This is an optimization exercise on Yosys and OpenROAD, whose aim is small area, a short achievable clock period and few clock cycles, not a production implementation.
The RTL was checked by simulation tests, not by an equivalence proof against the original design.
Power and IR drop assume default switching activity.

==> flow/design.v <==
module cv_repack (
    input  wire        clk,
    input  wire        rst,
    input  wire        cmd_valid,
    output wire        cmd_ready,
    input  wire [5:0]  cmd_old_w,
    input  wire [5:0]  cmd_new_w,
    input  wire [8:0]  cmd_count,
    input  wire        in_valid,
    output wire        in_ready,
    input  wire [31:0] in_data,
    output wire        out_valid,
    input  wire        out_ready,
    output wire [31:0] out_data,
    output reg         done_valid,
    output reg  [5:0]  done_bits,
    output reg         done_err
);
    localparam S_IDLE = 2'd0;
    localparam S_RUN  = 2'd1;
    localparam S_DONE = 2'd2;
    reg  [1:0]  state;
    reg  [5:0]  old_w;
    reg  [5:0]  new_w;
    reg  [8:0]  elems_left;    
    reg  [8:0]  words_left;    
    reg  [63:0] rbuf;          
    reg  [6:0]  rcnt;
    reg  [63:0] wbuf;          
    reg  [6:0]  wcnt;
    reg  [31:0] val_or;        
    function [31:0] low_mask;
        input [5:0] w;
        begin
            if (w >= 6'd32)
                low_mask = 32'hffff_ffff;
            else
                low_mask = (32'd1 << w) - 32'd1;
        end
    endfunction
    function [5:0] bits_needed;
        input [31:0] v;
        integer k;
        begin
            bits_needed = 6'd0;
            for (k = 0; k < 32; k = k + 1)
                if (v[k])
                    bits_needed = k[5:0] + 6'd1;
        end
    endfunction
    wire running = (state == S_RUN);
    assign out_valid = running && ((wcnt >= 7'd32) || (elems_left == 9'd0 && wcnt != 7'd0));
    assign out_data  = wbuf[31:0];
    wire   pop       = out_valid && out_ready;
    wire [6:0]  wcnt_p = !pop ? wcnt : (wcnt >= 7'd32 ? wcnt - 7'd32 : 7'd0);
    wire [63:0] wbuf_p = pop ? {32'd0, wbuf[63:32]} : wbuf;
    wire        elem_avail = running && (elems_left != 9'd0) && (rcnt >= {1'b0, old_w});
    wire        do_elem    = elem_avail && (wcnt_p < 7'd32);
    wire [31:0] elem       = rbuf[31:0] & low_mask(old_w);
    wire [31:0] elem_out   = elem & low_mask(new_w);
    wire [63:0] rbuf_x = do_elem ? (rbuf >> old_w) : rbuf;
    wire [6:0]  rcnt_x = do_elem ? (rcnt - {1'b0, old_w}) : rcnt;
    assign in_ready = running && (words_left != 9'd0) && (rcnt_x <= 7'd32);
    wire   load     = in_valid && in_ready;
    wire [63:0] rbuf_n = load ? (rbuf_x | ({32'd0, in_data} << rcnt_x)) : rbuf_x;
    wire [6:0]  rcnt_n = load ? (rcnt_x + 7'd32) : rcnt_x;
    wire [63:0] wbuf_n = do_elem ? (wbuf_p | ({32'd0, elem_out} << wcnt_p)) : wbuf_p;
    wire [6:0]  wcnt_n = do_elem ? (wcnt_p + {1'b0, new_w}) : wcnt_p;
    wire        finished = (elems_left == 9'd0) && (wcnt == 7'd0) && (words_left == 9'd0);
    assign cmd_ready = (state == S_IDLE);
    wire [14:0] in_bits = cmd_count * cmd_old_w;
    wire [9:0]  in_words = in_bits[14:5] + {9'd0, (in_bits[4:0] != 5'd0)};
    always @(posedge clk) begin
        if (rst) begin
            state      <= S_IDLE;
            old_w      <= 6'd0;
            new_w      <= 6'd0;
            elems_left <= 9'd0;
            words_left <= 9'd0;
            rbuf       <= 64'd0;
            rcnt       <= 7'd0;
            wbuf       <= 64'd0;
            wcnt       <= 7'd0;
            val_or     <= 32'd0;
            done_valid <= 1'b0;
            done_bits  <= 6'd0;
            done_err   <= 1'b0;
        end else begin
            done_valid <= 1'b0;
            case (state)
                S_IDLE: begin
                    if (cmd_valid) begin
                        old_w      <= cmd_old_w;
                        new_w      <= cmd_new_w;
                        elems_left <= cmd_count;
                        words_left <= in_words[8:0];
                        rbuf       <= 64'd0;
                        rcnt       <= 7'd0;
                        wbuf       <= 64'd0;
                        wcnt       <= 7'd0;
                        val_or     <= 32'd0;
                        state      <= S_RUN;
                    end
                end
                S_RUN: begin
                    rbuf <= rbuf_n;
                    rcnt <= rcnt_n;
                    wbuf <= wbuf_n;
                    wcnt <= wcnt_n;
                    if (load)
                        words_left <= words_left - 9'd1;
                    if (do_elem) begin
                        elems_left <= elems_left - 9'd1;
                        val_or     <= val_or | elem;
                    end
                    if (finished)
                        state <= S_DONE;
                end
                default: begin
                    done_valid <= 1'b1;
                    done_bits  <= bits_needed(val_or);
                    done_err   <= (bits_needed(val_or) > new_w);
                    state      <= S_IDLE;
                end
            endcase
        end
    end
endmodule
==> flow/run.sh <==
#!/bin/bash
# synth_recipe.tcl (not shown) runs the flow's synth.tcl, then flattens the netlist and writes it again
# the make line also repeats each setting of config.mk as NAME=value (left out here)
make -C /OpenROAD-flow-scripts/flow DESIGN_CONFIG=/design/flow/config.mk WORK_HOME=/design/flow/orfs CLKGATE_MAP_FILE= SYNTH_SCRIPT=/design/flow/synth_recipe.tcl finish
==> flow/config.mk <==
export PLATFORM = sky130hd
export DESIGN_NAME = cv_repack
export DESIGN_NICKNAME = cv_repack
export VERILOG_FILES = /design/flow/design.v
export SDC_FILE = /design/flow/constraint.sdc
export NUM_CORES = 4
export LEC_CHECK = 0
export ABC_AREA = 1
export CAP_MARGIN = 20
export CORE_MARGIN = 2
export CORE_UTILIZATION = 40
export PLACE_DENSITY = 0.6
export SLEW_MARGIN = 20
==> flow/constraint.sdc <==
create_clock -name core_clock -period 8.0 [get_ports {clk}]
set_input_delay 1.6000 -clock core_clock [delete_from_list [all_inputs] [get_ports {clk}]]
set_output_delay 1.6000 -clock core_clock [all_outputs]
set_load 0.01 [all_outputs]
==> summary.txt <==
-- per-stage QoR --
step / area [um2] / total power (W) / utilization [%] / setup slack (ps) / std cells
CTS: 24110 / 0.005124 / 43.93 / 1316 / 4506
global route: 24110 / 0.005512 / 43.93 / 970.1 / 4506
floorplan: 22110 / 0.003036 / - / 2387 / 3887
detailed placement: 23100 / 0.003727 / 42.10 / 1428 / 4452
global placement: 23100 / 0.003722 / 42.10 / 1440 / 4452
finish: 24110 / 0.005164 / 43.94 / 1217 / 4507
-- Yosys cell counts, types with 28 or more instances --
library cell	count
mux2i_1	76
buf_2	32
inv_1	264
nor2_1	254
a21oi_1	139
o21ai_0	357
buf_4	37
nand2_1	1279
nor3_1	32
o211ai_1	55
ha_1	47
clkbuf_1	176
fa_1	30
nand3_1	609
dfxtp_1	214
buf_1	37
nand4_1	28
-- cell families (layout without fill, tap and decap cells) --
logic type / Yosys count / after routing / synth area share, %
other: 0 / 1 / 0
AND/OR/NAND/NOR: 2261 / 2261 / 43.25
XOR/XNOR: 27 / 27 / 1.070
multiplexers: 76 / 76 / 3.441
AO/OA/AOI/OAI: 667 / 667 / 17.01
buffers and inverters: 565 / 480 / 10.47
adder cells (fa/ha/maj): 77 / 77 / 5.377
flip-flops: 214 / 214 / 19.38
-- final timing paths --
path,cells past startpoint,slack (ps),startpoint,endpoint
worst max-delay path,16,1220,state[1],in_ready
worst max register to register,21,2530,state[1],rbuf[28]
worst min-delay path,2,440,wbuf[63],wbuf[63]
worst min register to register,2,440,wbuf[63],wbuf[63]
-- registers in the layout, summed over array words and instances (netlist names), 7 cells and up --
register / cells
elems_left: 9
words_left: 9
wcnt: 7
val_or: 32
wbuf: 64
rbuf: 64
rcnt: 7
-- cell usage in the layout (no fill, tap or decap), types with 7 or more instances in the layout --
master           instances
a211oi_1                 7
a21oi_1                139
a22oi_1                  7
a31oi_1                 27
buf_4                   45
clkbuf_16               29
clkdlybuf4s50_1        100
clkinv_2                 9
dfxtp_1                210
fa_1                    30
ha_1                    47
inv_1                  261
inv_2                   15
mux2i_1                 76
nand2_1               1278
nand3_1                609
nand4_1                 28
nor2_1                 250
nor2_2                  10
nor3_1                  32
nor4_1                  16
o211ai_1                55
o21ai_0                357
o21ai_1                 15
o21ai_2                  9
o221ai_1                 8
o22ai_2                  7
or2_2                   11
xnor2_1                 13
xor2_1                  14
-- layout make-up --
class	instances	area share, %
multi-input cells	3108	64.44
diodes	1	0.01038
repair buffers	145	5.552
clock inverters	19	0.8562
well taps	704	3.653
clock buffers	35	3.311
inverters	281	4.390
flip-flops and latches	214	17.79
-- per-layer routing --
| layer | track usage [%] | vias up | share of wire (%) |
|---|---|---|---|
| li1 | - | 12680 | - |
| met1 | 41.61 | 11614 | 46 |
| met2 | 42.54 | 1002 | 41 |
| met3 | 6.455 | 163 | 9.5 |
| met4 | 9.943 | 0 | 3.5 |
| met5 | 0 | - | 0 |
-- worst register-to-register path, stage by stage, from the launching register on --
cell and delay, ps:
dfxtp_1 590, inv_1 320, nand2_1 120, buf_4 300, nor2_1 100, and2_4 170
nand2_2 70, nand2_2 70, nand2_2 330, buf_4 510, o21a_1 200, buf_4 340
nand2_1 120, inv_1 110, nand4_1 150, nand2_2 150, nand4_4 170, nor2_4 690
inv_2 370, nor2_1 320, o21ai_0 120, nand2_1 100
-- power by group through the flow --
stage          clock network (W)  registers (W)  logic [W]
5_1_grt                  0.00144        0.00123    0.00284
4_1_cts                  0.00141        0.00122    0.00250
6_report                 0.00139        0.00123    0.00255
2_1_floorplan                  0        0.00121    0.00183
3_3_place_gp                   0        0.00124    0.00248
3_5_place_dp                   0        0.00124    0.00248
==> out/metrics.csv <==
stage,metric,value,unit
die,die_y,239.1,um
grt,overflow,0,
synth,synthFlopType,dfxtp_1,
die,fp.dieW,239.1,um
flow_run,max-cap-violations,0,
die,io_pins,101,
clock_tree,cts_made_buffers,29,
synth,syn_inst,3887,
route,firstDrtPassIters,8,
power,p_sw_share,47.28,%
finish,drive_gt1_share,4.550,%
critical_path,worstSetupPathType,reg -> out,
synth,synth-edff-count,0,
grt,grt_pass1_wl,131800,um
critical_path,end_kind,output port,
clock_tree,htreeDepth,1,
critical_path,crit_chain,inv_1 > nand2_1 > buf_4 > nor2_1 > and2_4 > nand2_2 > nand2_2 > nand2_2 > buf_4 > o21a_1 > buf_4 > nand2_1 > inv_1 > nand4_1 > a21boi_0 > clkdlybuf4s50_1,
finish,fillers,6160,
grt,grt_pass1_vias,23286,
critical_path,critPathTopFamily,buffers and inverters,
sta,relSlewSlack,32.39,%
finish,multi_input_area,15540,um2
route,drt_iter0_drc,2881,
die,core-area,54880,um2
route,vias,25459,
die,dieArea,57160,um2
critical_path,slowest_stage,clkdlybuf4s50_1,
finish,area_delta_synth_final,9.073,%
clock_tree,cts.clk_slew.worst_paths,60,ps
synth,yosys_warnings,1,
critical_path,crit_path_start_kind,flip-flop,
synth,yosysSeqAreaShare,19.38,%
route,route.detailed.drc,0,
route,via_per_inst,5.649,
synth,synth_area_per_cell,5.687,um2
placed_design,port_buffers,100,
critical_path,path_max_fanout,41,
finish,fin_nets,3914,
placed_design,place_congestion,0.9748,
critical_path,critical_path_buf_inv_count,6,
synth,ys_top_cells_by_area,"nand2_1 22%, dfxtp_1 19%, nand3_1 14%, o21ai_0 8.1%, inv_1 4.5%",
clock_tree,postCtsHoldBufs,0,
route,wirelength,84820,um
power,p_per_area,214.2,nW/um2
power,power_switching,0.002441,W
sta,clock_skew,22.43,ps
grt,grt_usage,29.04,%
power,peakVddDrop,0.1663,mV
synth,syn-num-nets,4022,
clock_tree,clock-root-buffer,clkbuf_16,
status,outcome,finished clean,
power,p_leak,11.21,nW
power,power.share.sequential,23.7,%
sta,drv_slew,0,
synth,yosys.area.top_type_share,21.72,%
critical_path,required,6400,ps
synth,ys_seq_elements,214,
sta,period_needed,6783,ps
clock_tree,ctsResizeCount,0,
die,initial_core_util,40.28,%
sta,setup_viol,0,
synth,ys_types,58,
power,intPower,0.002723,W
critical_path,arrival,5180,ps
route,wl_per_cell,18.82,um
sta,fin_crit_sh,84.78,%
clock_tree,post_cts_buffers,0,
power,clock_power_share,26.9,%
grt,antenna_found_initial,1,
min_path,hold_class,reg -> reg,
clock_tree,cts_tree,done,
grt,grt_max_degree,87,
synth,async_flop_share,0,%
clock_tree,clk_latency,610,ps
sta,hold_violations,0,
sta,fmax,0.1474,GHz
critical_path,slowest_delay,630,ps
synth,syn-cell-area,22110,um2
finish,regArea,4289,um2
die,row_count,86,
sta,tns,0,ps
sta,tightest_slew,1014,ps
synth,synth_area_leader_cell,nand2_1,
route,ant_nets,0,
clock_tree,clock_sinks,214,
clock_tree,max-clock-path-buffers,3,
power,combinationalPowerShare,49.4,%
placed_design,dp_hpwl,62770,um
sta,rsz0062_at_grt,false,
sta,whs,436.1,ps
Testbench counts, summed over its fixed seeds: cycles 37,853.

-- afterwards: timing with drivers on the ports --
No port has a modelled driver above. Below, the same layout with a new extraction and two added sets of constraints.
Step 1 (the two cells are an assumption about what drives the block):
set clk [get_ports {clk}]
set_driving_cell -lib_cell sky130_fd_sc_hd__clkbuf_16 $clk
set_driving_cell -lib_cell sky130_fd_sc_hd__buf_2 [delete_from_list [all_inputs] $clk]
Step 2 times the ports against the registers' clock, not the clock port: input delays grow and output delays shrink by t, the midpoint of the rising clock arrivals with the driver on.
Slacks: no drivers / after step 1 / after step 2; pairs: no drivers / after step 1.
t (ns): 0.656
setup slack, ns: 1.217 / 1.156 / 1.268
worst setup path at the end: input to output
clock arrival spread, ns: 0.023 / 0.022
pins driven straight from the clock port: 1
After both steps this run still meets setup and hold. The setup slack of this run moves by -0.061 ns with the drivers and by +0.051 ns with both steps.
